What follows belongs to an exercise in optimizing a design on an open flow for small area, a short achievable clock period and few clock cycles per item; a production flow would make more cautious choices. RTL that was checked went through simulation tests only; none was proved equivalent to the original. For run 1, only the layout was checked, not whether the RTL still works. No activity file was given, so power comes from the tool's default toggle rates.

==> flow/design.v <==
module ozec_calc (
    input             clk,
    input             rst_n,
    input             in_valid,
    output            in_ready,
    input      [31:0] cmd,
    input             subst,       
    input             nibmode,     
    input             bus_ready,   
    input      [15:0] d_word,      
    input      [7:0]  d_ofs,       
    input      [7:0]  d_rs,        
    input             d_valid,     
    output reg        done,
    output reg [3:0]  err,
    output reg        seq,
    output     [31:0] res0,
    output     [31:0] res1,
    output reg        wr_en,
    output     [6:0]  wr_addr,
    output            wr_two,
    output reg [15:0] wr_data
);
    localparam [7:0] OP_RDREG   = 8'h01, OP_WRREG  = 8'h02, OP_CHIPID = 8'h03,
                     OP_REBOOT  = 8'h04, OP_RDWORD = 8'h10, OP_WRWORD = 8'h11,
                     OP_LOCK    = 8'h12, OP_RDIMG  = 8'h13, OP_REWRITE = 8'h14,
                     OP_LOADIMG = 8'h18, OP_SAVEIMG = 8'h19,
                     OP_CELLV   = 8'h20, OP_CURR   = 8'h21, OP_RSENSE = 8'h22,
                     OP_LIMIT   = 8'h23, OP_THRESH = 8'h24, OP_ADC2MV = 8'h25,
                     OP_V2ADC   = 8'h26, OP_SETRS  = 8'h27, OP_SETVL  = 8'h28,
                     OP_UNPACK  = 8'h30, OP_SEXT4  = 8'h31, OP_DECAUTH = 8'h38;
    localparam [1:0] SUB_NONE = 2'd0, SUB_LIVE = 2'd1, SUB_EITHER = 2'd2;
    localparam [3:0] K_DEF   = 4'd0,    
                     K_DEFX  = 4'd1,    
                     K_CURR  = 4'd2,    
                     K_MV    = 4'd3,    
                     K_V2A   = 4'd4,    
                     K_SETRS = 4'd5,    
                     K_SETVL = 4'd6,    
                     K_LIM1  = 4'd7,    
                     K_LIM2  = 4'd8,    
                     K_SEQ   = 4'd9,    
                     K_E1    = 4'd10,   
                     K_E4    = 4'd11,   
                     K_E8    = 4'd12,   
                     K_E9    = 4'd13,   
                     K_E10   = 4'd14;   
    localparam integer NS = 5;
    function integer B;
        input integer k;
        begin
            case (k)
                0: B = 0;
                1: B = 6;
                2: B = 12;
                3: B = 18;
                4: B = 24;
                default: B = 28;
            endcase
        end
    endfunction
    localparam integer SW = 1 + 4 + 8 + 8 + 28 + 1 + 16;
    reg rdy, rdy_o;
    assign in_ready = rdy_o;
    always @(posedge clk) begin
        rdy   <= ~(rst_n & in_valid & rdy   & (cmd[31:24] == OP_LIMIT));
        rdy_o <= ~(rst_n & in_valid & rdy_o & (cmd[31:24] == OP_LIMIT));
    end
    reg        i_v;
    reg [31:0] i_cmd;
    reg        i_subst, i_bus, i_dval;
    reg [15:0] i_word;
    reg [3:0]  i_ofs;       
    reg        i_ofs_inc;   
    reg        i_imm_inc;   
    reg [7:0]  i_rs;
    always @(posedge clk) begin
        i_v       <= rst_n & in_valid & rdy;
        i_cmd     <= cmd;
        i_subst   <= subst;
        i_bus     <= bus_ready;
        i_dval    <= d_valid;
        i_word    <= d_word;
        i_ofs     <= d_ofs[7:4];
        i_ofs_inc <= nibmode & d_ofs[7] & (d_ofs[3:0] != 4'd0);
        i_imm_inc <= nibmode & cmd[7] & (cmd[3:0] != 4'd0);
        if (rdy)                   
            i_rs  <= d_rs;
    end
    wire [7:0]  op    = i_cmd[31:24];
    wire [7:0]  f_hi  = i_cmd[23:16];
    wire [3:0]  f_lsb = i_cmd[15:12];
    wire [3:0]  f_wm1 = i_cmd[11:8];
    wire        f_sgn = i_cmd[7];
    wire [23:0] imm24 = i_cmd[23:0];
    wire [19:0] v_val = i_cmd[19:0];
    reg        legal;
    reg [1:0]  subcls;
    always @(*) begin
        legal  = 1'b0;
        subcls = SUB_NONE;
        case (op)
            OP_RDREG:   begin legal = (i_cmd[15:0] == 16'd0); subcls = SUB_LIVE;   end
            OP_WRREG:   begin legal = (i_cmd[7:0]  == 8'd0);  subcls = SUB_LIVE;   end
            OP_CHIPID:  begin legal = (i_cmd[23:0] == 24'd0); subcls = SUB_LIVE;   end
            OP_REBOOT:  begin legal = (i_cmd[23:0] == 24'd0); subcls = SUB_LIVE;   end
            OP_RDWORD:  begin legal = (i_cmd[15:0] == 16'd0); subcls = SUB_EITHER; end
            OP_WRWORD:  begin legal = 1'b1;                   subcls = SUB_LIVE;   end
            OP_LOCK:    begin legal = (i_cmd[23:0] == 24'd0); subcls = SUB_LIVE;   end
            OP_RDIMG:   begin legal = (i_cmd[23:0] == 24'd0); subcls = SUB_EITHER; end
            OP_REWRITE: begin legal = (i_cmd[23:0] == 24'd0); subcls = SUB_LIVE;   end
            OP_LOADIMG: begin legal = (i_cmd[23:0] == 24'd0); subcls = SUB_NONE;   end
            OP_SAVEIMG: begin legal = (i_cmd[23:0] == 24'd0); subcls = SUB_NONE;   end
            OP_CELLV:   begin legal = (i_cmd[15:0] == 16'd0); subcls = SUB_LIVE;   end
            OP_CURR:    begin legal = (i_cmd[23:0] == 24'd0); subcls = SUB_LIVE;   end
            OP_RSENSE:  begin legal = (i_cmd[23:0] == 24'd0); subcls = SUB_EITHER; end
            OP_LIMIT:   begin legal = (i_cmd[7:0]  == 8'd0);  subcls = SUB_EITHER; end
            OP_THRESH:  begin legal = (i_cmd[15:0] == 16'd0); subcls = SUB_EITHER; end
            OP_ADC2MV:  begin legal = (i_cmd[23:13] == 11'd0); subcls = SUB_NONE;  end
            OP_V2ADC:   begin legal = 1'b1;                   subcls = SUB_NONE;   end
            OP_SETRS:   begin legal = (i_cmd[23:16] == 8'd0); subcls = SUB_NONE;   end
            OP_SETVL:   begin legal = (i_cmd[21:20] == 2'd0); subcls = SUB_NONE;   end
            OP_UNPACK:  begin legal = (i_cmd[6:0]  == 7'd0);  subcls = SUB_EITHER; end
            OP_SEXT4:   begin legal = (i_cmd[23:8] == 16'd0); subcls = SUB_NONE;   end
            OP_DECAUTH: begin legal = (i_cmd[23:8] == 16'd0); subcls = SUB_NONE;   end
            default:    begin legal = 1'b0;                   subcls = SUB_NONE;   end
        endcase
    end
    function [31:0] radd;
        input [31:0] a;
        input [31:0] b;
        input        ci;
        reg   [32:0] c;
        integer      j;
        begin
            c[0] = ci;
            for (j = 0; j < 32; j = j + 1) begin
                radd[j]  = a[j] ^ b[j] ^ c[j];
                c[j + 1] = (a[j] & b[j]) | (c[j] & (a[j] ^ b[j]));
            end
        end
    endfunction
    function [31:0] cneg;
        input [31:0] x;
        input        n;
        reg          any;
        integer      j;
        begin
            any = 1'b0;
            for (j = 0; j < 32; j = j + 1) begin
                cneg[j] = x[j] ^ (n & any);
                any     = any | x[j];
            end
        end
    endfunction
    wire eaddr_ok = ~f_hi[0] & ~f_hi[7];
    wire fc1 = f_lsb[0] & f_wm1[0];
    wire fc2 = (f_lsb[1] & f_wm1[1]) | (fc1 & (f_lsb[1] | f_wm1[1]));
    wire fc3 = (f_lsb[2] & f_wm1[2]) | (fc2 & (f_lsb[2] | f_wm1[2]));
    wire fc4 = (f_lsb[3] & f_wm1[3]) | (fc3 & (f_lsb[3] | f_wm1[3]));
    wire field_ok = ~fc4;
    wire val_ok = ~(&v_val[19:16] & |v_val[15:14]);
    reg domain_ok;
    always @(*) begin
        case (op)
            OP_RDWORD, OP_WRWORD: domain_ok = eaddr_ok;
            OP_UNPACK:            domain_ok = eaddr_ok && field_ok;
            OP_CELLV:             domain_ok = (f_hi[7:4] == 4'd0) &&
                                              (f_hi[3:2] != 2'b11 || f_hi[1:0] == 2'b00);
            OP_LIMIT:             domain_ok = (f_hi[7:1] == 7'd0) && !f_wm1[3] && field_ok;
            OP_THRESH:            domain_ok = (f_hi[7:2] == 6'd0);
            OP_V2ADC:             domain_ok = (imm24[23:20] == 4'd0) && val_ok;
            OP_SETRS:             domain_ok = (imm24[15:8] == 8'd0) && (imm24[7:0] != 8'd0);
            OP_SETVL:             domain_ok = val_ok;
            default:              domain_ok = 1'b1;
        endcase
    end
    function [4:0] nib;
        input [3:0] hi;
        input       inc;
        begin
            nib = radd({{27{hi[3]}}, hi}, 32'd0, inc);
        end
    endfunction
    wire [7:0] rs_eff = (i_rs == 8'd0) ? 8'd25 : i_rs;
    wire        cu_neg = i_word[15];
    wire [15:0] cu_mag = cneg({16'd0, i_word}, cu_neg);
    wire [18:0] cu_x7  = radd({13'd0, cu_mag, 3'd0}, ~{16'd0, cu_mag}, 1'b1);
    wire [27:0] cu_x65 = radd({7'd0, cu_x7, 6'd0}, {12'd0, cu_x7, 1'b0}, 1'b0);
    wire [27:0] cu_num = radd({3'd0, cu_x7, 10'd0}, {4'd0, cu_x65}, 1'b0);
    wire [15:0] unp_shift = i_word >> f_lsb;
    wire [15:0] unp_mask  = 16'hFFFF >> (~f_wm1);
    wire [15:0] unp_field = unp_shift & unp_mask;
    wire [7:0]  lim_mask  = unp_mask[7:0];
    wire [7:0]  lim_v     = unp_field[7:0];
    wire [4:0]  lim_o     = nib(i_ofs, i_ofs_inc);
    wire [9:0]  lim_m0    = radd({24'd0, lim_v},    {{27{lim_o[4]}}, lim_o}, 1'b0);
    wire [9:0]  lim_m1    = radd({24'd0, lim_mask}, {{27{lim_o[4]}}, lim_o}, 1'b0);
    wire        l0_neg    = lim_m0[9];
    wire        l1_neg    = lim_m1[9];
    wire [8:0]  l0_mag    = cneg({23'd0, lim_m0[8:0]}, l0_neg);
    wire [8:0]  l1_mag    = cneg({23'd0, lim_m1[8:0]}, l1_neg);
    reg        sv_pend;
    reg [8:0]  sv_mag;
    reg        sv_neg;
    function [19:0] x3125;
        input [8:0] m;
        reg [10:0] m3;
        reg [11:0] m5;
        reg [14:0] m53;
        begin
            m3    = radd({22'd0, m, 1'b0}, {23'd0, m}, 1'b0);
            m5    = radd({21'd0, m, 2'b0}, {23'd0, m}, 1'b0);
            m53   = radd({17'd0, m3, 4'b0}, {20'd0, m5}, 1'b0);
            x3125 = radd({12'd0, m3[9:0], 10'b0}, {17'd0, m53}, 1'b0);
        end
    endfunction
    wire [23:0] lim_num = {x3125(sv_pend ? sv_mag : l1_mag), 4'b0};
    wire        unp_neg   = f_sgn & unp_shift[f_wm1];
    wire [27:0] unp_res   = {{12{unp_neg}}, unp_field | ({16{unp_neg}} & ~unp_mask)};
    wire [4:0] sx_nib = nib(imm24[7:4], i_imm_inc);
    wire [1:0] auth_class = imm24[6] ? 2'd1 : (imm24[5] ? 2'd3 : 2'd2);
    wire e10  = ~legal;
    wire e9   = ~domain_ok;
    wire e8   = (subcls == SUB_LIVE) & i_subst;
    wire e1   = ((subcls == SUB_LIVE) | ((subcls == SUB_EITHER) & ~i_subst)) & ~i_bus;
    wire pass = ~sv_pend & ~e10 & ~e9 & ~e8 & ~e1;
    wire is_cv  = (op == OP_CELLV) | (op == OP_THRESH);
    wire is_adc = (op == OP_ADC2MV);
    wire is_cu  = (op == OP_CURR);
    wire is_rs  = (op == OP_RSENSE);
    wire is_lim = (op == OP_LIMIT);
    wire is_v2a = (op == OP_V2ADC);
    wire is_srs = (op == OP_SETRS);
    wire is_svl = (op == OP_SETVL);
    wire is_unp = (op == OP_UNPACK);
    wire is_sx  = (op == OP_SEXT4);
    wire is_au  = (op == OP_DECAUTH);
    wire p_cv   = pass & is_cv;
    wire p_cmd  = pass & (is_adc | is_v2a | is_srs | (is_svl & i_dval) | is_au);
    wire p_cu   = pass & is_cu;
    wire p_lim  = pass & is_lim;
    wire p_rs   = pass & is_rs;
    wire p_unp  = pass & is_unp;
    wire p_sx   = pass & is_sx;
    wire p_svl  = pass & is_svl & i_dval;
    wire p_au   = pass & is_au;
    wire use_t  = p_cu | p_lim | sv_pend;
    wire [27:0] n_cmd = {8'd0, i_cmd[19:5], i_cmd[4] & ~is_au, i_cmd[3:0]};
    wire [27:0] n0 = (n_cmd                    & {28{p_cmd}})
                   | ({15'd0, i_word[15:3]}    & {28{p_cv}})
                   | (cu_num                   & {28{p_cu}})
                   | ({4'd0, lim_num}          & {28{p_lim | sv_pend}})
                   | ({20'd0, rs_eff}          & {28{p_rs}})
                   | (unp_res                  & {28{p_unp}})
                   | ({{23{sx_nib[4]}}, sx_nib} & {28{p_sx}});
    wire [15:0] d0 = (i_word                   & {16{p_cu | p_unp}})
                   | ({8'd0, i_rs}             & {16{p_rs}})
                   | ({11'd0, i_cmd[23:22], i_word[2:0]} & {16{p_svl}})
                   | ({8'd0, imm24[7:0]}       & {16{p_sx}})
                   | ({14'd0, auth_class}      & {16{p_au}});
    wire [7:0]  t0 = use_t ? rs_eff : ((is_v2a | is_svl) & pass) ? 8'd122 : 8'd1;
    wire        s0 = (p_cu & cu_neg) | (p_lim & l1_neg) | (sv_pend & sv_neg);
    wire        v0 = i_v | sv_pend;
    reg [3:0] k0;
    always @(*) begin
        if (sv_pend)                 k0 = K_LIM2;
        else if (e10)                k0 = K_E10;
        else if (e9)                 k0 = K_E9;
        else if (e8)                 k0 = K_E8;
        else if (e1)                 k0 = K_E1;
        else if (is_cv | is_adc)     k0 = K_MV;
        else if (is_cu)              k0 = K_CURR;
        else if (is_lim)             k0 = K_LIM1;
        else if (is_v2a)             k0 = K_V2A;
        else if (is_srs)             k0 = K_SETRS;
        else if (is_svl)             k0 = i_dval ? K_SETVL : K_E4;
        else if (is_unp | is_sx)     k0 = K_DEFX;
        else if (is_rs | is_au)      k0 = K_DEF;
        else                         k0 = K_SEQ;
    end
    always @(posedge clk) begin
        sv_pend <= rst_n & i_v & ~sv_pend & (k0 == K_LIM1);
        sv_mag  <= l0_mag;
        sv_neg  <= l0_neg;
    end
    wire [SW-1:0] st0 = {v0, k0, t0, 8'd0, n0, s0, d0};
    function [8:0] drow;
        input [8:0] x;
        input [7:0] t;
        input integer i;
        reg [8:0] b;
        reg [7:0] d, rn;
        reg       q;
        integer   j;
        begin
            b[0] = 1'b0;
            for (j = 0; j < 8; j = j + 1) begin
                d[j]     = x[j] ^ t[j] ^ b[j];
                b[j + 1] = (~x[j] & t[j]) | (~(x[j] ^ t[j]) & b[j]);
            end
            q  = x[8] | ~b[8];
            rn = q ? d : x[7:0];
            if (i < 7) rn = rn & ((8'd1 << (i + 1)) - 8'd1);
            drow = {q, rn};
        end
    endfunction
    wire [SW*(NS+1)-1:0] st_in;     
    wire [SW*NS-1:0]     st_out;    
    assign st_in[0 +: SW] = st0;
    genvar g;
    generate
        for (g = 0; g < NS; g = g + 1) begin : stage
            wire [SW-1:0] si = st_in[g*SW +: SW];
            reg  [SW-1:0] so;
            always @(*) begin : rows
                reg        v;
                reg [3:0]  k;
                reg [7:0]  t;
                reg [7:0]  r;
                reg [27:0] nq;
                reg        sg;
                reg [15:0] sd;
                reg        q;
                reg [7:0]  rn;
                integer    i;
                {v, k, t, r, nq, sg, sd} = si;
                for (i = B(g); i < B(g + 1); i = i + 1) begin
                    {q, rn} = drow({r, nq[27]}, t, i);
                    r  = rn;
                    nq = {nq[26:0], q};
                end
                so = {v, k, t, r, nq, sg, sd};
            end
            assign st_out[g*SW +: SW] = so;
            if (g < NS - 1) begin : rank
                reg [SW-1:0] r;
                always @(posedge clk) begin
                    r[SW-2:0]  <= so[SW-2:0];
                    r[SW-1]    <= rst_n & so[SW-1];
                end
                assign st_in[(g+1)*SW +: SW] = r;
            end
        end
    endgenerate
    wire [SW-1:0] sf = st_out[(NS-1)*SW +: SW];
    wire        f_v;
    wire [3:0]  f_k;
    wire [7:0]  f_t, f_r;
    wire [27:0] f_q;
    wire        f_s;
    wire [15:0] f_d;
    assign {f_v, f_k, f_t, f_r, f_q, f_s, f_d} = sf;
    wire [28:0] qe  = {(f_k == K_DEFX) & f_q[27], f_q};
    wire [28:0] rq  = cneg({3'd0, qe}, f_s);         
    wire [14:0] mv3 = radd({18'd0, f_q[12:0], 1'b0}, {19'd0, f_q[12:0]}, 1'b0);
    wire [18:0] mv61 = radd({13'd0, f_q[12:0], 6'd0}, ~{17'd0, mv3}, 1'b1);
    wire [19:0] mv  = {mv61, 1'b0};
    reg [3:0]  n_err;
    always @(*) begin
        case (f_k)
            K_E8:    n_err = 4'd8;
            K_E9:    n_err = 4'd9;
            K_E10:   n_err = 4'd10;
            K_E1:    n_err = 4'd1;
            K_E4:    n_err = 4'd4;
            default: n_err = 4'd0;
        endcase
    end
    reg [28:0] o_res0;
    reg [24:0] o_res1;
    reg [6:1]  o_addr;
    reg [24:0] n_res1;
    always @(*) begin
        case (f_k)
            K_V2A:   n_res1 = {5'd0, mv};
            K_LIM1:  n_res1 = rq[24:0];
            K_LIM2:  n_res1 = o_res1;
            K_CURR:  n_res1 = {{9{f_d[15]}}, f_d};
            K_MV:    n_res1 = {12'd0, f_q[12:0]};
            K_SETVL: n_res1 = 25'd0;
            default: n_res1 = {9'd0, f_d};
        endcase
    end
    wire [28:0] n_res0 = (f_k == K_MV) ? {9'd0, mv} : rq;
    reg  [6:0]  n_addr;
    always @(*) begin
        if (f_k != K_SETVL)
            n_addr = 7'h34;
        else case (f_d[4:3])
            2'd0: n_addr = 7'h4A;
            2'd1: n_addr = 7'h4C;
            2'd2: n_addr = 7'h4E;
            default: n_addr = 7'h50;
        endcase
    end
    always @(posedge clk) begin
        done    <= rst_n & f_v & (f_k != K_LIM1);
        err     <= n_err;
        seq     <= (f_k == K_SEQ);
        o_res0  <= n_res0;
        o_res1  <= n_res1;
        wr_en   <= (f_k == K_SETRS) || (f_k == K_SETVL);
        o_addr  <= n_addr[6:1];
        wr_data <= (f_k == K_SETVL) ? {f_q[12:5], f_q[4:0], f_d[2:0]}
                                    : {8'd0, f_q[7:0]};
    end
    assign res0    = {{3{o_res0[28]}}, o_res0};
    assign res1    = {{7{o_res1[24]}}, o_res1};
    assign wr_addr = {o_addr, 1'b0};
    assign wr_two  = o_addr[6];
endmodule
==> flow/flow/run.sh <==
#!/bin/bash
set -e
export BUFFER_PORTS_ARGS="-buffer_cell sky130_fd_sc_hd__buf_2"
bash standard.sh > standard.log 2>&1
==> flow/standard.sh <==
#!/bin/bash
# synth_recipe.tcl (not shown) runs the flow's synth.tcl, then flattens the netlist and writes it again
# the make line also repeats each setting of config.mk as NAME=value (left out here)
make -C /OpenROAD-flow-scripts/flow DESIGN_CONFIG=/design/flow/config.mk WORK_HOME=/design/flow/orfs CLKGATE_MAP_FILE= SYNTH_SCRIPT=/design/flow/synth_recipe.tcl "${@:-finish}"
==> flow/config.mk <==
export PLATFORM = sky130hd
export DESIGN_NAME = ozec_calc
export DESIGN_NICKNAME = ozec_calc
export VERILOG_FILES = /design/flow/design.v
export SDC_FILE = /design/flow/constraint.sdc
export NUM_CORES = 4
export LEC_CHECK = 0
export ABC_AREA = 1
export CAP_MARGIN = 20
export CORE_MARGIN = 2
export CORE_UTILIZATION = 70
export CTS_CLUSTER_DIAMETER = 100
export CTS_CLUSTER_SIZE = 30
export SLEW_MARGIN = 20
==> flow/constraint.sdc <==
create_clock -name core_clock -period 115.0 [get_ports {clk}]
set_input_delay 23.0000 -clock core_clock [delete_from_list [all_inputs] [get_ports {clk}]]
set_output_delay 23.0000 -clock core_clock [all_outputs]
set_load 0.01 [all_outputs]
==> results of run 1 <==
[cells by family (layout without fill, tap and decap cells)]
kind of cell,Yosys count,count (layout),synth area share [%]
and+or+nand+nor,895,895,16.45
buffers and inverters,473,621,7.786
DFF,424,424,37.31
adders and majority gates,342,342,26.36
AOI/OAI and AO/OA,331,331,8.427
xor gates and xnor gates,53,53,1.964
muxes,40,40,1.694
other,1,1,0.01586
[registers in the layout (all words and copies together), names as in the netlist, 4 cells and up]
register / count
stage.rank.r: 262
i_cmd: 32
o_res0: 29
o_res1: 25
i_word: 16
wr_data: 16
sv_mag: 9
i_rs: 8
o_addr: 6
err: 4
i_ofs: 4
[stage by stage]
stage | area (um^2) | hold slack [ns]
global route | 25390 | 0.3301
floorplan | 23640 | 0.3096
CTS | 25390 | 0.3293
finish | 25390 | 0.3282
detailed placement | 24820 | 0.3121
global placement | 24820 | 0.3099
[cell type report]
cell class / count / area (um^2) / share of cell area, %
Clock buffer: 24 / 494.2 / 1.946
Clock inverter: 6 / 76.32 / 0.3006
Inverter: 417 / 1570 / 6.183
Multi-Input combinational cell: 1662 / 12980 / 51.12
Sequential cell: 424 / 8818 / 34.73
Tap cell: 448 / 560.5 / 2.207
Timing Repair Buffer: 174 / 893.4 / 3.518
[Yosys cell counts, types with 14 or more instances]
library cell / instances
inv_1: 377
dfxtp_1: 391
clkbuf_1: 34
xor2_1: 48
o211ai_1: 19
a31oi_1: 17
a21oi_1: 50
nor2_2: 15
mux2i_1: 40
fa_1: 260
ha_1: 82
nor2_1: 160
nand4_1: 16
nand3_1: 61
inv_2: 34
o22ai_1: 25
nand2_1: 551
nand2_2: 14
nor3_1: 19
edfxtp_1: 33
o21ai_0: 146
[report_power, final]
group / switching [mW] / total [mW] / internal (mW)
Clock: 0.0468 / 0.0790 / 0.0323
Sequential: 0.00426 / 0.159 / 0.155
Combinational: 0.0846 / 0.144 / 0.0596
[layer usage]
| metal | routed length [um] | global-route usage, % | vias to the layer above |
|---|---|---|---|
| met5 | 0 | 0 | - |
| met4 | 2822 | 14.35 | 0 |
| li1 | - | - | 8346 |
| met1 | 23750 | 46.21 | 8653 |
| met2 | 29070 | 60.40 | 936 |
| met3 | 5461 | 6.831 | 215 |
[final timing paths]
check	start	slack, ns	depth (start not counted)	to
worst max-delay path	o_res1[24]	90.80	1	res1[26]
worst min register to register	stage[1].rank.r[1]	0.33	0	stage[2].rank.r[1]
worst max register to register	stage[1].rank.r[53]	93.78	69	stage[2].rank.r[49]
worst min-delay path	stage[1].rank.r[1]	0.33	0	stage[2].rank.r[1]
==> out/metrics.cfg, run 1 <==
[flow_run]
max_cap_viol_count=0

[floorplan]
die_x_um=187.8
placement_rows=67
initial_utilization_pct=70.85
coreArea_um2=33360
die_area_um2=35250
die_y_um=187.8
top_level_ports=167

[route]
ant_nets=0
route.vias.total=18150
via_per_inst=5.753
first_pass_iters=6
drc=0
finalWirelength_mm=61.10
wl_per_cell_um=19.37
drt-initial-drc-count=1561

[sta]
setup_violations=0
skew_ns=0.03181
fin_ws_ns=90.80
setup_tns_ns=0
rsz0062_at_grt=false
finalHoldViolCount=0
fin_crit_sh_pct=21.04
maxSlewHeadroom_pct=39.68
maxSlewViolCount=0
max_freq_ghz=0.04132
worstMarginPinSlew_ns=0.9015
finalCriticalPeriod_ns=24.20

[clocking]
cts_buffers=19
clockBufferDepth=3
clock_latency_ns=0.55
cts_resized=0
clock-sinks=424
clk_pin_slew_worst_paths_ns=0.12
tritoncts=yes
post_cts_buffers=0
htreeDepth=1
cts-root-buf=clkbuf_16
ctsHoldBuffers=0

[worst_setup_path]
start_kind=register
crit_fanout=8
worstPathRequired_ns=92.00
cp_top_family=flip-flops
crit_slowest_cell=edfxtp_1
endpoint_kind=output port
cp_slowest_stage_delay_ns=0.47
path_cells=buf_2
arrival_ns=1.20
path_buf_inv=1
path_class=reg -> out

[global_route]
antenna_found_initial=0
track_usage_pct=35.92
grt_max_degree=47
grt_pass1_vias=18648
grt-ovfl-total=0
grt_pass1_wl_mm=98.56

[power_and_ir_drop]
pwr_density_cell_nw_per_um2=15.05
leakage_nw=12.00
power_mw=0.3821
ir_drop_mv=0.03106

[logic_synthesis]
netlist-cell-type-count=64
synth_flop_cell=dfxtp_1
syn_nets=2972
yosysTopAreaCell=dfxtp_1
synthesis.area_um2=23640
synth_top_area_share_pct=33.11
synth.yosys.seq_area_share_pct=37.31
synthArstFlopShare_pct=0
synth_seq_cells=424
synth_area_leaders=dfxtp_1 33%, fa_1 22%, nand2_1 8.7%
syn_area_per_cell_um2=9.237
yosysWarnings=1
synthesis.instances=2559
synth_edf_count=33

[cells_and_area]
drive_above_1_share_pct=11.71
final_core_util_pct=76.11
final.fill_count=2306
num_antenna_cells=0
fin_nets=3111
final_cell_mix=550 x nand2_1, 391 x dfxtp_1, 377 x inv_1
stdcell_count=3155
syn2layout_area_growth_pct=7.432
final_common_cell=nand2_1

[placement]
io_buffers=165
hpwl_mm=50.03
place.gp.congestion=1.011
dp_slack_ns=91.08
dp_cells=3125

[worst_hold_path]
hold_class=reg -> reg

[run_status]
status=complete, no violations

==> run 2: changes to the inputs <==
--- a/flow/design.v
+++ b/flow/design.v
@@ -19,7 +19,7 @@
     output reg        wr_en,
     output     [6:0]  wr_addr,
     output            wr_two,
-    output reg [15:0] wr_data
+    output     [15:0] wr_data
 );
     localparam [7:0] OP_RDREG   = 8'h01, OP_WRREG  = 8'h02, OP_CHIPID = 8'h03,
                      OP_REBOOT  = 8'h04, OP_RDWORD = 8'h10, OP_WRWORD = 8'h11,
@@ -370,6 +370,7 @@
     reg [28:0] o_res0;
     reg [24:0] o_res1;
     reg [6:1]  o_addr;
+    reg [10:0] o_wdat;
     reg [24:0] n_res1;
     always @(*) begin
         case (f_k)
@@ -402,11 +403,12 @@
         o_res1  <= n_res1;
         wr_en   <= (f_k == K_SETRS) || (f_k == K_SETVL);
         o_addr  <= n_addr[6:1];
-        wr_data <= (f_k == K_SETVL) ? {f_q[12:5], f_q[4:0], f_d[2:0]}
-                                    : {8'd0, f_q[7:0]};
+        o_wdat  <= (f_k == K_SETVL) ? {f_q[7:5], f_q[4:0], f_d[2:0]}
+                                    : {3'd0, f_q[7:0]};
     end
     assign res0    = {{3{o_res0[28]}}, o_res0};
     assign res1    = {{7{o_res1[24]}}, o_res1};
     assign wr_addr = {o_addr, 1'b0};
     assign wr_two  = o_addr[6];
+    assign wr_data = {o_res0[12:8], o_wdat};
 endmodule
==> out/metrics.cfg, run 2 <==
[logic_synthesis]
synth.yosys.seq_area_share_pct=36.76  ; -0.55 points
synthesis.area_um2=23720  ; +0.33%
synthesis.instances=2561  ; +0.078%
synth_seq_cells=419  ; -1.2%
yosysTopAreaCell=dfxtp_1
synth_area_leaders=dfxtp_1 33%, fa_1 22%, nand2_1 9.0%
yosysWarnings=1  ; unchanged
synthArstFlopShare_pct=0  ; unchanged
syn_nets=2974  ; +0.067%
synthTopCellsByCount=567 x nand2_1, 386 x dfxtp_1, 382 x inv_1
synth_edf_count=33  ; unchanged
synth_top_area_share_pct=32.58  ; -0.53 points
syn_area_per_cell_um2=9.261  ; +0.26%
synth_flop_cell=dfxtp_1
netlist-cell-type-count=68  ; +6.3%
synth_most_common_cell=nand2_1

[power_and_ir_drop]
ir_drop_mv=0.01694  ; -45%
pwr-share-comb_pct=38.8  ; +1.1 points
clock_power_share_pct=19.9  ; -0.8 points
switching_share_pct=36.06  ; +0.56 points
pwr_density_cell_nw_per_um2=15.02  ; -0.15%
p_seq_share_pct=41.3  ; -0.3 points
leakage_nw=12.00  ; about the same
p_sw_mw=0.1378  ; +1.6%
p_int_mw=0.2443  ; -0.87%

[worst_setup_path]
regToRegSetupSlack_ns=93.61  ; -0.17 ns
crit_slowest_cell=edfxtp_1
worstPathRequired_ns=92.00  ; about the same
path_class=reg -> out
cp_slowest_stage_delay_ns=0.47  ; about the same
path_buf_inv=1  ; unchanged
crit_fanout=8  ; unchanged
cp_top_family=flip-flops
path_cells=buf_2
arrival_ns=1.20  ; about the same
endpoint_kind=output port
start_kind=register

[placement]
hpwl_mm=52.06  ; +4.1%
place_area_um2=24910  ; +0.33%
dp_cells=3132  ; +0.22%
io_buffers=165  ; unchanged
place.gp.congestion=1.040  ; +2.9%

[cells_and_area]
finalInstanceArea_um2=25430  ; +0.14%
final_core_util_pct=76.03  ; -0.082 points
top_register=stage.rank.r
final_common_cell=nand2_1
final_cell_mix=566 x nand2_1, 386 x dfxtp_1, 382 x inv_1
final.fill_count=2264  ; -1.8%
drive_above_1_share_pct=11.91  ; +0.20 points
stdcell_count=3160  ; +0.16%
num_antenna_cells=0  ; unchanged
largest_register_ff_count=262  ; unchanged
seqCellArea_um2=8718  ; -1.1%
largest_registers=stage.rank.r: 262 flops, i_cmd: 32 flops, o_res0: 29 flops
fin_nets=3117  ; +0.19%
syn2layout_area_growth_pct=7.227
multi_input_area_um2=13130  ; +1.2%

[sta]
finalCriticalPeriod_ns=24.20  ; +0.001700 ns
maxSlewViolCount=0  ; unchanged
finalHoldViolCount=0  ; unchanged
fin_crit_sh_pct=21.04  ; about the same
skew_ns=0.02250  ; -0.009302 ns
setup_tns_ns=0  ; unchanged
rsz0062_at_grt=false
setup_violations=0  ; unchanged
max_freq_ghz=0.04132  ; about the same
worstMarginPinSlew_ns=1.056  ; +0.1549 ns
whs_ns=0.3263  ; -0.001862 ns
maxSlewHeadroom_pct=29.57  ; -10 points

[global_route]
grt_max_degree=41  ; -13%
grt-ovfl-total=0  ; unchanged
track_usage_pct=36.82  ; +0.90 points
grt_pass1_vias=19155  ; +2.7%
grt_pass1_wl_mm=100.5  ; +2.0%
antenna_found_initial=1  ; +1

[floorplan]
initial_utilization_pct=70.90  ; about the same
placement_rows=67  ; unchanged
top_level_ports=167  ; unchanged
die_y_um=188.1  ; +0.16%
die_x_um=188.1  ; +0.16%
die_area_um2=35370  ; +0.33%
coreArea_um2=33450  ; +0.25%

[route]
first_pass_iters=6  ; unchanged
drt-initial-drc-count=1587  ; +1.7%
route.vias.total=18571  ; +2.3%
finalWirelength_mm=63.73  ; +4.3%
ant_nets=0  ; unchanged
drc=0  ; unchanged
wl_per_cell_um=20.17  ; +4.1%
via_per_inst=5.877  ; +2.2%

[clocking]
clock_latency_ns=0.56  ; about the same
cts_buffers=18  ; -1
cts_resized=0  ; unchanged
clockBufferDepth=3  ; unchanged
ctsHoldBuffers=0  ; unchanged
tritoncts=yes
htreeDepth=1  ; unchanged
clk_pin_slew_worst_paths_ns=0.11  ; about the same
clock-sinks=419  ; -1.2%
cts-root-buf=clkbuf_16
post_cts_buffers=0  ; unchanged

[flow_run]
max_cap_viol_count=0  ; unchanged

[worst_hold_path]
hold_class=reg -> reg

[run_status]
status=complete, no violations

==> run 2: changes by cell type after synthesis, sizes merged, moves of 4 or more <==
cell | previous run | this run
nand2 | 568 | 591
clkbuf | 34 | 22
o2111ai | 11 | 15
o22ai | 25 | 21
buf | 22 | 32
dfxtp | 391 | 386
o21ai | 158 | 150
a31oi | 17 | 7
nand3 | 69 | 55
o31ai | 5 | 0
a221oi | 11 | 16
a221o | 0 | 9
==> run 2: power groups by stage <==
stage / clock (mW) / sequential (mW) / combinational, mW
finish: 0.0762 / 0.158 / 0.148
global route: 0.0819 / 0.158 / 0.168
CTS: 0.0773 / 0.158 / 0.147
detailed placement: 0 / 0.161 / 0.146
global placement: 0 / 0.161 / 0.138
floorplan: 0 / 0.159 / 0.105
==> run 2: final timing paths <==
kind,start,cells past startpoint,to
setup / recovery,o_res1[24],1,res1[29]
hold / removal,stage[2].rank.r[34],0,stage[3].rank.r[40]
setup reg to reg,stage[1].rank.r[53],69,stage[2].rank.r[50]
hold reg to reg,stage[2].rank.r[34],0,stage[3].rank.r[40]
==> run 2: metal layers <==
layer,global-route usage [%],share of wire [%],wire (um),up-vias
li1,-,-,-,8360
met1,44.05,37,23470,8994
met2,64.21,49,31510,955
met3,5.503,7.6,4817,260
met4,19.93,6.2,3923,2
met5,0,0.016,10,-
==> run 2: cell families (layout without fill, tap and decap cells) <==
logic type	Yosys count	in the layout	synth area share, %
mux	43	43	1.815
other cells	1	1	0.01581
buf+inv	474	625	7.877
simple gates	903	903	16.66
flops	419	419	36.76
compound gates	327	327	8.684
fa+ha+maj	342	342	26.27
xor+xnor	52	52	1.920
==> run 2: area by class of cell <==
cell class	count	share of cell area, %
multi-input combinational	1668	51.64
sequential	419	34.28
inverter	420	6.214
timing repair buffer	177	3.601
tap	448	2.204
clock buffer	24	1.860
clock inverter	4	0.1968
==> run 2: through the flow <==
stage          total power [mW]  setup WS (ns)
3_5_place_dp             0.3068          91.04
4_1_cts                  0.3823          90.77
6_report                 0.3821          90.80
5_1_grt                  0.4086          90.73
2_1_floorplan            0.2648          91.26
3_3_place_gp             0.2983          91.06
Testbench counts of run 2, summed over its fixed seeds: cycles 3,904, items 3,200.
==> run 3: changes to the inputs <==
--- a/flow/config.mk
+++ b/flow/config.mk
@@ -9,6 +9,6 @@
 export CAP_MARGIN = 20
 export CORE_MARGIN = 2
 export CORE_UTILIZATION = 70
-export CTS_CLUSTER_DIAMETER = 100
-export CTS_CLUSTER_SIZE = 30
+export CTS_CLUSTER_DIAMETER = 80
+export CTS_CLUSTER_SIZE = 24
 export SLEW_MARGIN = 20
==> out/metrics.cfg, run 3 <==
[cells_and_area]
final.fill_count=2176  ; -3.9%
num_antenna_cells=0  ; unchanged
top_register=stage.rank.r
final_cell_mix=567 x nand2_1, 386 x dfxtp_1, 382 x inv_1
fin_nets=3123  ; +0.19%
final_core_util_pct=76.77  ; +0.74 points
largest_registers=stage.rank.r: 262 flops, i_cmd: 32 flops, o_res0: 29 flops
drive_above_1_share_pct=12.19  ; +0.28 points
stdcell_count=3171  ; +0.35%
largest_register_ff_count=262  ; unchanged
final_common_cell=nand2_1
syn2layout_area_growth_pct=8.272

[floorplan]
die_y_um=188.1  ; unchanged
die_area_um2=35370  ; unchanged
coreArea_um2=33450  ; unchanged
placement_rows=67  ; unchanged
top_level_ports=167  ; unchanged
die_x_um=188.1  ; unchanged
initial_utilization_pct=70.90  ; unchanged

[clocking]
clk_pin_slew_worst_paths_ns=0.09  ; -0.02 ns
cts_resized=0  ; unchanged
tritoncts=yes
post_cts_buffers=0  ; unchanged
ctsHoldBuffers=0  ; unchanged
clockBufferDepth=3  ; unchanged
htreeDepth=1  ; unchanged
clock-sinks=419  ; unchanged
cts_buffers=23  ; +5
clock_latency_ns=0.59  ; +0.03 ns
cts-root-buf=clkbuf_16

[logic_synthesis]
yosysTopAreaCell=dfxtp_1
synthTopCellsByCount=567 x nand2_1, 386 x dfxtp_1, 382 x inv_1
synth_top_area_share_pct=32.58  ; unchanged
syn_nets=2974  ; unchanged
syn_area_per_cell_um2=9.261  ; unchanged
yosysWarnings=1  ; unchanged
synth_area_leaders=dfxtp_1 33%, fa_1 22%, nand2_1 9.0%
netlist-cell-type-count=68  ; unchanged
synthesis.area_um2=23720  ; unchanged
synth_seq_cells=419  ; unchanged
synth_flop_cell=dfxtp_1
synth_most_common_cell=nand2_1
synth.yosys.seq_area_share_pct=36.76  ; unchanged
synthArstFlopShare_pct=0  ; unchanged
synth_edf_count=33  ; unchanged
synthesis.instances=2561  ; unchanged

[worst_setup_path]
crit_slowest_cell=edfxtp_1
path_buf_inv=1  ; unchanged
critPathCapture=res1[29]
path_cells=buf_2
r2r-start=stage[2].rank.r[53]
cp_top_family=flip-flops
endpoint_kind=output port
r2r_cells=69  ; unchanged
worstPathRequired_ns=92.00  ; about the same
cp_slowest_stage_delay_ns=0.46  ; about the same
path_class=reg -> out
rr_endpoint=stage[3].rank.r[48]
arrival_ns=1.22  ; +0.02 ns
crit_fanout=8  ; unchanged
startpoint=o_res1[24]
start_kind=register
regToRegSetupSlack_ns=93.54  ; -0.07 ns
cp.depth=1  ; unchanged

[sta]
finalHoldViolCount=0  ; unchanged
skew_ns=0.01889  ; -0.003609 ns
setup_tns_ns=0  ; unchanged
worstMarginPinSlew_ns=1.088  ; +0.03159 ns
setup_violations=0  ; unchanged
finalCriticalPeriod_ns=24.22  ; +0.01780 ns
maxSlewViolCount=0  ; unchanged
maxSlewHeadroom_pct=27.47  ; -2.1 points
fin_crit_sh_pct=21.06  ; about the same
max_freq_ghz=0.04129  ; about the same
rsz0062_at_grt=false

[placement]
io_buffers=165  ; unchanged
place.gp.congestion=1.040  ; unchanged
hpwl_mm=52.06  ; unchanged
dp_cells=3132  ; unchanged

[global_route]
grt-ovfl-total=0  ; unchanged
grt_pass1_wl_mm=102.9  ; +2.4%
track_usage_pct=37.79  ; +0.96 points
antenna_found_initial=4  ; +3
grt_max_degree=41  ; unchanged
grt_pass1_vias=19402  ; +1.3%

[power_and_ir_drop]
pwr_density_cell_nw_per_um2=15.56  ; +3.6%
leakage_nw=12.12  ; +1.0%
ir_drop_mv=0.01874  ; +11%

[route]
drc=0  ; unchanged
drt-initial-drc-count=1754  ; +11%
route.vias.total=18802  ; +1.2%
ant_nets=0  ; unchanged
wl_per_cell_um=20.65  ; +2.4%
finalWirelength_mm=65.49  ; +2.8%
first_pass_iters=5  ; -1
via_per_inst=5.929  ; +0.89%

[run_status]
status=complete, no violations

[worst_hold_path]
hold_class=reg -> reg

[flow_run]
max_cap_viol_count=0  ; unchanged

-- run 3: cell counts after synthesis --
Identical to the previous run, type by type.
-- run 3: how the worst min path moves through the flow --
stage,to,cells past startpoint,startpoint,slack (ns)
2_1_floorplan,stage[1].rank.r[0],0,stage[0].rank.r[0],0.31
3_3_place_gp,stage[1].rank.r[61],0,stage[0].rank.r[61],0.31
3_5_place_dp,stage[1].rank.r[7],0,stage[0].rank.r[7],0.31
4_1_cts,stage[1].rank.r[10],0,stage[0].rank.r[10],0.32
5_1_grt,stage[1].rank.r[10],0,stage[0].rank.r[10],0.32
6_report,stage[1].rank.r[9],0,stage[0].rank.r[9],0.32
-- run 3: area by class of cell --
cell class / instances / area (um^2) / share of cell area [%]
Multi-Input combinational cell: 1668 / 13130 / 51.13
Timing Repair Buffer: 178 / 930.9 / 3.625
Clock inverter: 6 / 106.4 / 0.4142
Sequential cell: 419 / 8718 / 33.95
Inverter: 420 / 1580 / 6.154
Clock buffer: 32 / 651.9 / 2.539
Tap cell: 448 / 560.5 / 2.183
-- run 3: routing by layer --
layer	vias up	GRT usage [%]	routed length, um
met4	4	21.02	4140
li1	8384	-	-
met3	286	5.334	5425
met1	9002	44.98	23530
met5	-	0.6868	38
met2	1126	66.02	32350
-- run 3: per-stage QoR --
stage          cell area, um^2  hold slack, ns  power, mW  setup WS, ns
2_1_floorplan            23720          0.3096     0.2648         91.26
3_3_place_gp             24910          0.3098     0.2983         91.06
3_5_place_dp             24910          0.3121     0.3068         91.04
4_1_cts                  25660          0.3232     0.3999         90.75
5_1_grt                  25680          0.3157     0.4261         90.72
6_report                 25680          0.3197     0.3996         90.78
-- run 3: cell families (layout without fill, tap and decap cells) --
group                    count (synthesis)  count (layout)  share of synthesized area [%]
other                                    1               1                        0.01581
XOR/XNOR                                52              52                          1.920
adder cells (fa/ha/maj)                342             342                          26.27
AND/OR/NAND/NOR                        903             903                          16.66
buffers and inverters                  474             636                          7.877
AO/OA/AOI/OAI                          327             327                          8.684
multiplexers                            43              43                          1.815
flip-flops                             419             419                          36.76
-- run 3: where the power goes --
group,total [mW],switching [mW],internal [mW]
Clock,0.0941,0.0505,0.0436
Combinational,0.148,0.0869,0.0607
Sequential,0.158,0.00483,0.153
==> run 4: changes to the inputs <==
--- a/flow/design.v
+++ b/flow/design.v
@@ -84,8 +84,7 @@
         i_ofs     <= d_ofs[7:4];
         i_ofs_inc <= nibmode & d_ofs[7] & (d_ofs[3:0] != 4'd0);
         i_imm_inc <= nibmode & cmd[7] & (cmd[3:0] != 4'd0);
-        if (rdy)                   
-            i_rs  <= d_rs;
+        i_rs      <= (d_rs & {8{rdy}}) | (i_rs & {8{~rdy}});   
     end
     wire [7:0]  op    = i_cmd[31:24];
     wire [7:0]  f_hi  = i_cmd[23:16];
@@ -371,18 +370,22 @@
     reg [24:0] o_res1;
     reg [6:1]  o_addr;
     reg [10:0] o_wdat;
-    reg [24:0] n_res1;
+    reg  [24:0] n_res1v;
     always @(*) begin
         case (f_k)
-            K_V2A:   n_res1 = {5'd0, mv};
-            K_LIM1:  n_res1 = rq[24:0];
-            K_LIM2:  n_res1 = o_res1;
-            K_CURR:  n_res1 = {{9{f_d[15]}}, f_d};
-            K_MV:    n_res1 = {12'd0, f_q[12:0]};
-            K_SETVL: n_res1 = 25'd0;
-            default: n_res1 = {9'd0, f_d};
+            K_V2A:   n_res1v = {5'd0, mv};
+            K_LIM1:  n_res1v = rq[24:0];
+            K_CURR:  n_res1v = {{9{f_d[15]}}, f_d};
+            K_MV:    n_res1v = {12'd0, f_q[12:0]};
+            K_SETVL: n_res1v = 25'd0;
+            K_LIM2:  n_res1v = 25'd0;
+            default: n_res1v = {9'd0, f_d};
         endcase
     end
+    wire        keep1  = (f_k == K_LIM2);
+    wire [24:0] n_res1 = n_res1v | (o_res1 & {25{keep1}});
+    wire        n_sgn1 = n_res1v[24] | (o_sgn1 & keep1);
+    reg         o_sgn1;
     wire [28:0] n_res0 = (f_k == K_MV) ? {9'd0, mv} : rq;
     reg  [6:0]  n_addr;
     always @(*) begin
@@ -401,13 +404,14 @@
         seq     <= (f_k == K_SEQ);
         o_res0  <= n_res0;
         o_res1  <= n_res1;
+        o_sgn1  <= n_sgn1;
         wr_en   <= (f_k == K_SETRS) || (f_k == K_SETVL);
         o_addr  <= n_addr[6:1];
         o_wdat  <= (f_k == K_SETVL) ? {f_q[7:5], f_q[4:0], f_d[2:0]}
                                     : {3'd0, f_q[7:0]};
     end
     assign res0    = {{3{o_res0[28]}}, o_res0};
-    assign res1    = {{7{o_res1[24]}}, o_res1};
+    assign res1    = {{4{o_sgn1}}, {3{o_res1[24]}}, o_res1};
     assign wr_addr = {o_addr, 1'b0};
     assign wr_two  = o_addr[6];
     assign wr_data = {o_res0[12:8], o_wdat};
--- a/flow/config.mk
+++ b/flow/config.mk
@@ -9,6 +9,6 @@
 export CAP_MARGIN = 20
 export CORE_MARGIN = 2
 export CORE_UTILIZATION = 70
-export CTS_CLUSTER_DIAMETER = 80
-export CTS_CLUSTER_SIZE = 24
+export CTS_CLUSTER_DIAMETER = 100
+export CTS_CLUSTER_SIZE = 30
 export SLEW_MARGIN = 20
==> out/metrics.cfg, run 4 <==
[power_and_ir_drop]
pwr_density_cell_nw_per_um2=16.21  ; +4.2%
switching_share_pct=37.29  ; +1.7 points
clock_power_share_pct=19.8  ; -3.7 points
p_int_mw=0.2567  ; -0.27%
ir_drop_mv=0.03064  ; +63%
leakage_nw=11.95  ; -1.4%
p_sw_mw=0.1526  ; +7.3%
pwr-share-comb_pct=40.7  ; +3.8 points
p_seq_share_pct=39.5  ; about the same

[flow_run]
max_cap_viol_count=0  ; unchanged

[route]
via_per_inst=5.761  ; -2.8%
drt-initial-drc-count=1802  ; +2.7%
wl_per_cell_um=19.26  ; -6.7%
finalWirelength_mm=61.30  ; -6.4%
ant_nets=0  ; unchanged
drc=0  ; unchanged
route.vias.total=18333  ; -2.5%
first_pass_iters=6  ; +1

[logic_synthesis]
synth_area_leaders=dfxtp_1 35%, fa_1 22%, nand2_1 9.6%
yosysTopAreaCell=dfxtp_1
yosysWarnings=1  ; unchanged
muxShareOfSynthArea_pct=1.661  ; -0.15 points
synth_most_common_cell=nand2_1
synth_edf_count=8  ; -76%
syn_nets=3006  ; +1.1%
synth_flop_cell=dfxtp_1
synthXorXnorAreaFrac_pct=1.938  ; +0.017 points
synthesis.instances=2593  ; +1.2%
synth.yosys.seq_area_share_pct=36.12  ; -0.64 points
synthArstFlopShare_pct=0  ; unchanged
synth-compound-area-share_pct=8.853  ; +0.17 points
synth_seq_cells=420  ; +0.24%
synthesis.area_um2=23500  ; -0.90%
synthTopCellsByCount=602 x nand2_1, 412 x dfxtp_1, 380 x inv_1
synthSimpleGateAreaFrac_pct=16.68  ; +0.029 points
netlist-cell-type-count=70  ; +2.9%
synth_top_area_share_pct=35.09  ; +2.5 points
syn_area_per_cell_um2=9.064  ; -2.1%
yosys.area_share.adder_pct=26.51  ; +0.24 points
synth_top_family_by_area=adder cells

[sta]
maxSlewHeadroom_pct=25.23  ; -2.2 points
finalCriticalPeriod_ns=24.09  ; -0.1300 ns
max_freq_ghz=0.04151  ; +0.54%
rsz0062_at_grt=false
finalHoldViolCount=0  ; unchanged
fin_crit_sh_pct=20.95  ; -0.11 points
setup_violations=0  ; unchanged
skew_ns=0.03682  ; +0.01793 ns
maxSlewViolCount=0  ; unchanged
setup_tns_ns=0  ; unchanged
worstMarginPinSlew_ns=1.117  ; +0.02939 ns

[worst_setup_path]
path_cells=buf_2
cp_top_family=flip-flops
cp.depth=1  ; unchanged
cp_slowest_stage_delay_ns=0.39  ; -0.07 ns
endpoint_kind=output port
start_kind=register
crit_fanout=5  ; -3
path_class=reg -> out
worstPathRequired_ns=92.00  ; about the same
crit_slowest_cell=dfxtp_1
arrival_ns=1.09  ; -0.13 ns
r2r_cells=81  ; +17%
path_buf_inv=1  ; unchanged

[global_route]
grt_pass1_vias=18611  ; -4.1%
track_usage_pct=35.76  ; -2.0 points
grt-ovfl-total=0  ; unchanged
grt_max_degree=36  ; -12%
antenna_found_initial=1  ; -3
grt_pass1_wl_mm=97.95  ; -4.8%

[floorplan]
placement_rows=67  ; unchanged
top_level_ports=167  ; unchanged
die_y_um=187.2  ; -0.44%
die_x_um=187.2  ; -0.44%
initial_utilization_pct=70.62  ; -0.29 points
coreArea_um2=33280  ; -0.50%
die_area_um2=35060  ; -0.88%

[cells_and_area]
largest_register_ff_count=262  ; unchanged
num_antenna_cells=0  ; unchanged
top_register=stage.rank.r
final_core_util_pct=75.88  ; -0.89 points
final.fill_count=2291  ; +5.3%
final_cell_mix=602 x nand2_1, 412 x dfxtp_1, 380 x inv_1
largest_registers=stage.rank.r: 262 flops, i_cmd: 32 flops, o_res0: 29 flops
multi_input_area_um2=13090  ; -0.30%
syn2layout_area_growth_pct=7.448
seqCellArea_um2=8488  ; -2.6%
drive_above_1_share_pct=11.59  ; -0.60 points
fin_nets=3142  ; +0.61%
final_common_cell=nand2_1

[placement]
io_buffers=165  ; unchanged
place.gp.congestion=0.9911  ; -4.7%
hpwl_mm=50.06  ; -3.8%

[clocking]
clk_pin_slew_worst_paths_ns=0.11  ; +0.02 ns
cts_resized=0  ; unchanged
cts_buffers=19  ; -17%
post_cts_buffers=0  ; unchanged
cts-root-buf=clkbuf_16
clock_latency_ns=0.56  ; -0.03 ns
clockBufferDepth=3  ; unchanged
clock-sinks=420  ; +0.24%
tritoncts=yes
htreeDepth=1  ; unchanged
ctsHoldBuffers=0  ; unchanged

[worst_hold_path]
hold_path_depth=0  ; unchanged
hold_class=reg -> reg

[run_status]
status=complete, no violations

[run 4: power groups by stage]
stage / clock network (mW) / registers [mW] / logic (mW)
after floorplan: 0 / 0.163 / 0.119
after global placement: 0 / 0.165 / 0.155
after detailed placement: 0 / 0.165 / 0.164
after CTS: 0.0819 / 0.161 / 0.166
after global routing: 0.0872 / 0.163 / 0.192
final: 0.0811 / 0.162 / 0.167
[run 4: path summary, 6_finish.rpt]
kind	slack [ns]	from	to
setup / recovery	90.91	o_res1[24]	res1[24]
hold / removal	0.32	stage[1].rank.r[25]	stage[2].rank.r[31]
setup reg to reg	93.72	i_word[15]	stage[0].rank.r[50]
hold reg to reg	0.32	stage[1].rank.r[25]	stage[2].rank.r[31]
[run 4: cells by family (layout without fill, tap and decap cells)]
logic type,Yosys count,in the layout
AND/OR/NAND/NOR,920,920
XOR/XNOR,52,52
buffers and inverters,492,633
other,1,1
adder cells (fa/ha/maj),342,342
multiplexers,39,39
flip-flops,420,420
AO/OA/AOI/OAI,327,327
[run 4: final cells by class]
class                      instances  area share, %
multi-input combinational       1681          51.84
timing repair buffer             177          3.627
clock buffer                      20          1.898
sequential                       420          33.61
clock inverter                     6         0.4112
inverter                         430          6.396
tap                              448          2.220
[run 4: per-stage QoR]
| step | hold slack (ns) | instances | power [mW] | area [um^2] | worst slack, ns |
|---|---|---|---|---|---|
| final | 0.3170 | 3182 | 0.4093 | 25250 | 90.91 |
| after global routing | 0.3209 | 3182 | 0.4415 | 25250 | 90.86 |
| after CTS | 0.3122 | 3182 | 0.4091 | 25250 | 90.90 |
| after detailed placement | 0.3121 | 3156 | 0.3288 | 24670 | 91.05 |
| after global placement | 0.3106 | 3156 | 0.3196 | 24670 | 91.08 |
| after floorplan | 0.3096 | 2593 | 0.2822 | 23500 | 91.26 |
[run 4: metal layers]
metal	track usage, %	up-vias	routed length [um]
met5	0	-	11
met4	14.99	2	2936
met3	5.253	203	5021
met2	61.02	944	29460
met1	45.91	8774	23870
li1	-	8410	-
Testbench counts of run 4, summed over its fixed seeds: cycles 3,904, items 3,200.
==> run 5: changes to the inputs <==
==> flow/flow/run.sh (replaced) <==
#!/bin/bash
set -e
export BUFFER_PORTS_ARGS="-buffer_cell sky130_fd_sc_hd__buf_1"
bash standard.sh > standard.log 2>&1
--- a/flow/config.mk
+++ b/flow/config.mk
@@ -8,7 +8,7 @@
 export ABC_AREA = 1
 export CAP_MARGIN = 20
 export CORE_MARGIN = 2
-export CORE_UTILIZATION = 70
+export CORE_UTILIZATION = 80
 export CTS_CLUSTER_DIAMETER = 100
 export CTS_CLUSTER_SIZE = 30
 export SLEW_MARGIN = 20
==> out/metrics.cfg, run 5 <==
[run_status]
status=complete, no violations

[floorplan]
initial_utilization_pct=81.66  ; +11 points
top_level_ports=167  ; unchanged
placement_rows=62  ; -7.5%
die_area_um2=30770  ; -12%
die_y_um=175.4  ; -6.3%
coreArea_um2=28780  ; -14%
die_x_um=175.4  ; -6.3%

[logic_synthesis]
synth_top_area_share_pct=35.09  ; unchanged
synthArstFlopShare_pct=0  ; unchanged
synth_area_leaders=dfxtp_1 35%, fa_1 22%, nand2_1 9.6%
synthTopCellsByCount=602 x nand2_1, 412 x dfxtp_1, 380 x inv_1
syn_area_per_cell_um2=9.064  ; unchanged
synthesis.instances=2593  ; unchanged
synth_seq_cells=420  ; unchanged
synthesis.area_um2=23500  ; unchanged
synth_edf_count=8  ; unchanged
synth_most_common_cell=nand2_1
yosysTopAreaCell=dfxtp_1
yosysWarnings=1  ; unchanged
synth.yosys.seq_area_share_pct=36.12  ; unchanged
syn_nets=3006  ; unchanged
synth_flop_cell=dfxtp_1
netlist-cell-type-count=70  ; unchanged

[placement]
place.gp.congestion=1.028  ; +3.7%
place_area_um2=24360  ; -1.3%
dp_cells=3089  ; -2.1%
io_buffers=165  ; unchanged
hpwl_mm=53.05  ; +6.0%

[flow_run]
max_cap_viol_count=0  ; unchanged

[cells_and_area]
finalInstanceArea_um2=24920  ; -1.3%
fin_nets=3138  ; -0.13%
final_cell_mix=602 x nand2_1, 412 x dfxtp_1, 380 x inv_1
syn2layout_area_growth_pct=6.043
largest_registers=stage.rank.r: 262 flops, i_cmd: 32 flops, o_res0: 29 flops
top_register=stage.rank.r
final.fill_count=1403  ; -39%
stdcell_count=3115  ; -2.1%
drive_above_1_share_pct=5.385  ; -6.2 points
largest_register_ff_count=262  ; unchanged
final_common_cell=nand2_1

[clocking]
ctsHoldBuffers=0  ; unchanged
cts-root-buf=clkbuf_16
tritoncts=yes
clock-sinks=420  ; unchanged
cts_buffers=18  ; -1
post_cts_buffers=0  ; unchanged
clk_pin_slew_worst_paths_ns=0.11  ; about the same
htreeDepth=1  ; unchanged
cts_resized=0  ; unchanged
clock_latency_ns=0.56  ; about the same
clockBufferDepth=3  ; unchanged

[power_and_ir_drop]
ir_drop_mv=0.02583  ; -16%
p_seq_share_pct=38.5  ; -1.0 points
pwr-share-comb_pct=42.4  ; +1.7 points
switching_share_pct=38.37  ; +1.1 points
p_int_mw=0.2597  ; +1.2%
leakage_nw=11.44  ; -4.2%
clock_power_share_pct=19.1  ; -0.7 points
p_sw_mw=0.1617  ; +5.9%
pwr_density_cell_nw_per_um2=16.91  ; +4.3%

[route]
route.vias.total=19821  ; +8.1%
drc=0  ; unchanged
drt-initial-drc-count=2750  ; +53%
wl_per_cell_um=22.09  ; +15%
first_pass_iters=10  ; +4
finalWirelength_mm=68.81  ; +12%
via_per_inst=6.363  ; +10%
ant_nets=0  ; unchanged

[global_route]
grt_max_degree=35  ; -2.8%
grt_pass1_wl_mm=108.8  ; +11%
grt_pass1_vias=20340  ; +9.3%
track_usage_pct=45.86  ; +10 points
antenna_found_initial=3  ; +2
grt-ovfl-total=0  ; unchanged

[sta]
maxSlewHeadroom_pct=23.64  ; -1.6 points
setup_tns_ns=0  ; unchanged
rsz0062_at_grt=false
finalHoldViolCount=0  ; unchanged
setup_violations=0  ; unchanged
skew_ns=0.03858  ; +0.001755 ns
max_freq_ghz=0.04142  ; -0.22%
fin_crit_sh_pct=20.99  ; +0.046 points
maxSlewViolCount=0  ; unchanged
finalCriticalPeriod_ns=24.14  ; +0.05270 ns
worstMarginPinSlew_ns=1.141  ; +0.02380 ns
whs_ns=0.3258  ; +0.008885 ns

[worst_setup_path]
start_kind=register
path_class=reg -> out
cp_slowest_stage_delay_ns=0.39  ; about the same
crit_slowest_cell=dfxtp_1
path_buf_inv=1  ; unchanged
crit_fanout=5  ; unchanged
cp_top_family=flip-flops
worstPathRequired_ns=92.00  ; about the same
endpoint_kind=output port
arrival_ns=1.14  ; +0.05 ns
path_cells=buf_1

[worst_hold_path]
hold_class=reg -> reg

## run 5: metrics by stage
stage,total power [mW],setup WS (ns),util [%]
6_report,0.4214,90.86,86.60
4_1_cts,0.4155,90.85,86.59
2_1_floorplan,0.2822,91.26,-
3_5_place_dp,0.3348,91.05,84.64
3_3_place_gp,0.3190,91.10,84.64
5_1_grt,0.4472,90.82,86.59
## run 5: area by class of cell
| class | count | area (um^2) | share of cell area [%] |
|---|---|---|---|
| Tap cell | 384 | 480.5 | 1.928 |
| Timing Repair Buffer | 174 | 686.9 | 2.756 |
| Sequential cell | 420 | 8488 | 34.06 |
| Clock inverter | 5 | 101.3 | 0.4066 |
| Multi-Input combinational cell | 1681 | 13090 | 52.52 |
| Inverter | 430 | 1615 | 6.481 |
| Clock buffer | 20 | 457.9 | 1.837 |
| Antenna cell | 1 | 2.502 | 0.01004 |
## run 5: per-layer routing
layer,vias up,part of all wire [%],GRT usage (%)
met5,-,0.028,0
met4,4,7.8,27.36
met3,535,12,11.60
met2,1596,47,75.64
met1,9286,34,54.57
li1,8400,-,-
## run 5: power groups by stage
| stage | sequential, mW | clock (mW) | combinational [mW] |
|---|---|---|---|
| 6_report | 0.162 | 0.0803 | 0.179 |
| 5_1_grt | 0.163 | 0.0846 | 0.200 |
| 4_1_cts | 0.162 | 0.0795 | 0.174 |
| 3_5_place_dp | 0.165 | 0 | 0.170 |
| 3_3_place_gp | 0.165 | 0 | 0.154 |
| 2_1_floorplan | 0.163 | 0 | 0.119 |
## run 5: logic make-up after synthesis
| family | count (synthesis) | share of synthesized area (%) |
|---|---|---|
| AOI/OAI and AO/OA | 327 | 8.853 |
| xor gates and xnor gates | 52 | 1.938 |
| adders and majority gates | 342 | 26.51 |
| buffers and inverters | 492 | 8.220 |
| DFF | 420 | 36.12 |
| muxes | 39 | 1.661 |
| other | 1 | 0.01596 |
| and+or+nand+nor | 920 | 16.68 |
## run 5: path summary, 6_finish.rpt
check / from / to / slack, ns / cells after the start
min: stage[0].rank.r[29] / stage[1].rank.r[35] / 0.33 / 0
min reg2reg: stage[0].rank.r[29] / stage[1].rank.r[35] / 0.33 / 0
max reg2reg: stage[1].rank.r[53] / stage[2].rank.r[50] / 93.24 / 69
max: o_res1[24] / res1[24] / 90.86 / 1
==> run 6: changes to the inputs <==
--- a/flow/config.mk
+++ b/flow/config.mk
@@ -9,6 +9,6 @@
 export CAP_MARGIN = 20
 export CORE_MARGIN = 2
 export CORE_UTILIZATION = 80
-export CTS_CLUSTER_DIAMETER = 100
-export CTS_CLUSTER_SIZE = 30
+export CTS_CLUSTER_DIAMETER = 90
+export CTS_CLUSTER_SIZE = 26
 export SLEW_MARGIN = 20
==> out/metrics.cfg, run 6 <==
[clocking]
cts_buffers=20  ; +2
clock_latency_ns=0.56  ; about the same
ctsHoldBuffers=0  ; unchanged
tritoncts=yes
clock-sinks=420  ; unchanged
cts_resized=0  ; unchanged
clockBufferDepth=3  ; unchanged
htreeDepth=1  ; unchanged
clk_pin_slew_worst_paths_ns=0.10  ; about the same
cts-root-buf=clkbuf_16
post_cts_buffers=0  ; unchanged

[logic_synthesis]
synthTopCellsByCount=602 x nand2_1, 412 x dfxtp_1, 380 x inv_1
synthXorXnorAreaFrac_pct=1.938  ; unchanged
synth_top_area_share_pct=35.09  ; unchanged
synthesis.area_um2=23500  ; unchanged
syn_nets=3006  ; unchanged
syn_area_per_cell_um2=9.064  ; unchanged
synth-compound-area-share_pct=8.853  ; unchanged
synth_edf_count=8  ; unchanged
synth_area_leaders=dfxtp_1 35%, fa_1 22%, nand2_1 9.6%
yosysTopAreaCell=dfxtp_1
synthSimpleGateAreaFrac_pct=16.68  ; unchanged
muxShareOfSynthArea_pct=1.661  ; unchanged
synthArstFlopShare_pct=0  ; unchanged
synth.yosys.seq_area_share_pct=36.12  ; unchanged
netlist-cell-type-count=70  ; unchanged
yosysWarnings=1  ; unchanged
synth_flop_cell=dfxtp_1
synth_seq_cells=420  ; unchanged
synthesis.instances=2593  ; unchanged
synth_top_family_by_area=adder cells
synth_most_common_cell=nand2_1
yosys.area_share.adder_pct=26.51  ; unchanged

[cells_and_area]
finalInstanceArea_um2=24920  ; about the same
final_core_util_pct=86.58  ; about the same
syn2layout_area_growth_pct=6.021  ; about the same
largest_registers=stage.rank.r: 262 flops, i_cmd: 32 flops, o_res0: 29 flops
largest_register_ff_count=262  ; unchanged
final_cell_mix=602 x nand2_1, 412 x dfxtp_1, 380 x inv_1
drive_above_1_share_pct=5.419  ; +0.035 points
final_common_cell=nand2_1
top_register=stage.rank.r
final.fill_count=1394  ; -0.64%
fin_nets=3140  ; +0.064%

[placement]
io_buffers=165  ; unchanged
hpwl_mm=53.05  ; unchanged
place.gp.congestion=1.028  ; unchanged
place_area_um2=24360  ; unchanged

[global_route]
track_usage_pct=45.13  ; -0.73 points
grt_pass1_wl_mm=107.2  ; -1.5%
grt_max_degree=35  ; unchanged
antenna_found_initial=3  ; unchanged
grt_pass1_vias=20343  ; +0.015%
grt-ovfl-total=0  ; unchanged

[route]
via_per_inst=6.303  ; -0.94%
route.vias.total=19640  ; -0.91%
drt-initial-drc-count=2646  ; -3.8%
drc=0  ; unchanged
first_pass_iters=14  ; +4
wl_per_cell_um=21.77  ; -1.4%
finalWirelength_mm=67.84  ; -1.4%
ant_nets=0  ; unchanged

[worst_setup_path]
r2r_cells=69  ; unchanged
cp_top_family=flip-flops
cp_slowest_stage_delay_ns=0.39  ; about the same
worstPathRequired_ns=92.00  ; about the same
path_class=reg -> out
arrival_ns=1.14  ; about the same
start_kind=register
crit_slowest_cell=dfxtp_1
cp.depth=1  ; unchanged
crit_fanout=5  ; unchanged
path_buf_inv=1  ; unchanged
path_cells=buf_1
endpoint_kind=output port

[floorplan]
placement_rows=62  ; unchanged
die_y_um=175.4  ; unchanged
coreArea_um2=28780  ; unchanged
top_level_ports=167  ; unchanged
die_area_um2=30770  ; unchanged
initial_utilization_pct=81.66  ; unchanged
die_x_um=175.4  ; unchanged

[power_and_ir_drop]
power_mw=0.4182  ; -0.75%
ir_drop_mv=0.02540  ; -1.7%
leakage_nw=11.44  ; about the same
pwr_density_cell_nw_per_um2=16.78  ; -0.73%

[sta]
setup_violations=0  ; unchanged
finalCriticalPeriod_ns=24.14  ; -0.001200 ns
fin_crit_sh_pct=20.99  ; about the same
maxSlewHeadroom_pct=20.47  ; -3.2 points
max_freq_ghz=0.04143  ; about the same
setup_tns_ns=0  ; unchanged
maxSlewViolCount=0  ; unchanged
rsz0062_at_grt=false
whs_ns=0.3265  ; +0.0006730 ns
skew_ns=0.03001  ; -0.008569 ns
worstMarginPinSlew_ns=1.189  ; +0.04735 ns
finalHoldViolCount=0  ; unchanged

[flow_run]
max_cap_viol_count=0  ; unchanged

[worst_hold_path]
hold_path_depth=0  ; unchanged
hold_class=reg -> reg

[run_status]
status=complete, no violations

run 6: cell counts after synthesis:
No cell type changed its count.
run 6: power breakdown:
| part | switching (mW) | internal (mW) |
|---|---|---|
| logic | 0.107 | 0.0702 |
| clock network | 0.0461 | 0.0324 |
| registers | 0.00743 | 0.155 |
run 6: path summary, 6_finish.rpt:
path | startpoint | to | slack, ns
min | stage[1].rank.r[17] | stage[2].rank.r[23] | 0.33
max reg2reg | stage[1].rank.r[53] | stage[2].rank.r[51] | 93.05
max | o_res1[24] | res1[24] | 90.86
min reg2reg | stage[1].rank.r[17] | stage[2].rank.r[23] | 0.33
run 6: logic make-up (layout without fill, tap and decap cells):
group | count (synthesis) | in the layout
AND/OR/NAND/NOR | 920 | 920
buffers and inverters | 492 | 630
flip-flops | 420 | 420
adder cells (fa/ha/maj) | 342 | 342
AO/OA/AOI/OAI | 327 | 327
XOR/XNOR | 52 | 52
multiplexers | 39 | 39
other | 1 | 2
run 6: metal layers:
| layer | part of all wire (%) | wire length, um | up-vias | track usage [%] |
|---|---|---|---|---|
| met5 | 0.022 | 15 | - | 0 |
| met4 | 7.4 | 5028 | 2 | 26.88 |
| met3 | 12 | 7929 | 491 | 11.82 |
| met2 | 47 | 31770 | 1581 | 74.03 |
| met1 | 34 | 23090 | 9166 | 53.83 |
| li1 | - | - | 8400 | - |
run 6: cell type report:
type / instances / area, um^2 / share of cell area [%]
antenna: 1 / 2.502 / 0.01004
clock buffer: 22 / 508.0 / 2.039
clock inverter: 4 / 46.29 / 0.1858
inverter: 430 / 1615 / 6.483
multi-input combinational: 1681 / 13090 / 52.53
sequential: 420 / 8488 / 34.06
tap: 384 / 480.5 / 1.928
timing repair buffer: 174 / 686.9 / 2.757
run 6: through the flow:
step           setup slack [ns]  cells
2_1_floorplan             91.26   2593
3_3_place_gp              91.10   3089
3_5_place_dp              91.05   3089
4_1_cts                   90.83   3115
5_1_grt                   90.81   3115
6_report                  90.86   3116

[afterwards: timing with drivers on the ports]
How much do the figures lean on ideal ports? The routed layouts below were timed once more, with nothing changed but the port constraints. Step 1: set_driving_cell puts a clkbuf_16 on clk and a buf_2 on each other input, an assumption about the parent block. Step 2 adds t to the input delays and takes it off the output delays; t is the mean of the earliest and latest rising clock arrival at the registers after step 1. Input paths then give back, and output paths get back, about the clock's delay inside the block. Slacks: no drivers / after step 1 / after step 2; pairs: no drivers / after step 1.
run | t, ns | setup WS [ns] | slew at the worst register clock pin (ns)
run 1 | 0.593 | 90.801 / 90.747 / 91.110 | 0.12 / 0.12
run 2 | 0.609 | 90.800 / 90.742 / 91.055 | 0.11 / 0.11
run 3 | 0.637 | 90.782 / 90.725 / 91.042 | 0.10 / 0.10
run 4 | 0.597 | 90.912 / 90.856 / 91.062 | 0.12 / 0.12
run 5 | 0.595 | 90.859 / 90.803 / 91.072 | 0.12 / 0.12
run 6 | 0.604 | 90.860 / 90.804 / 91.069 | 0.11 / 0.11
After both steps every run listed still meets setup and hold.
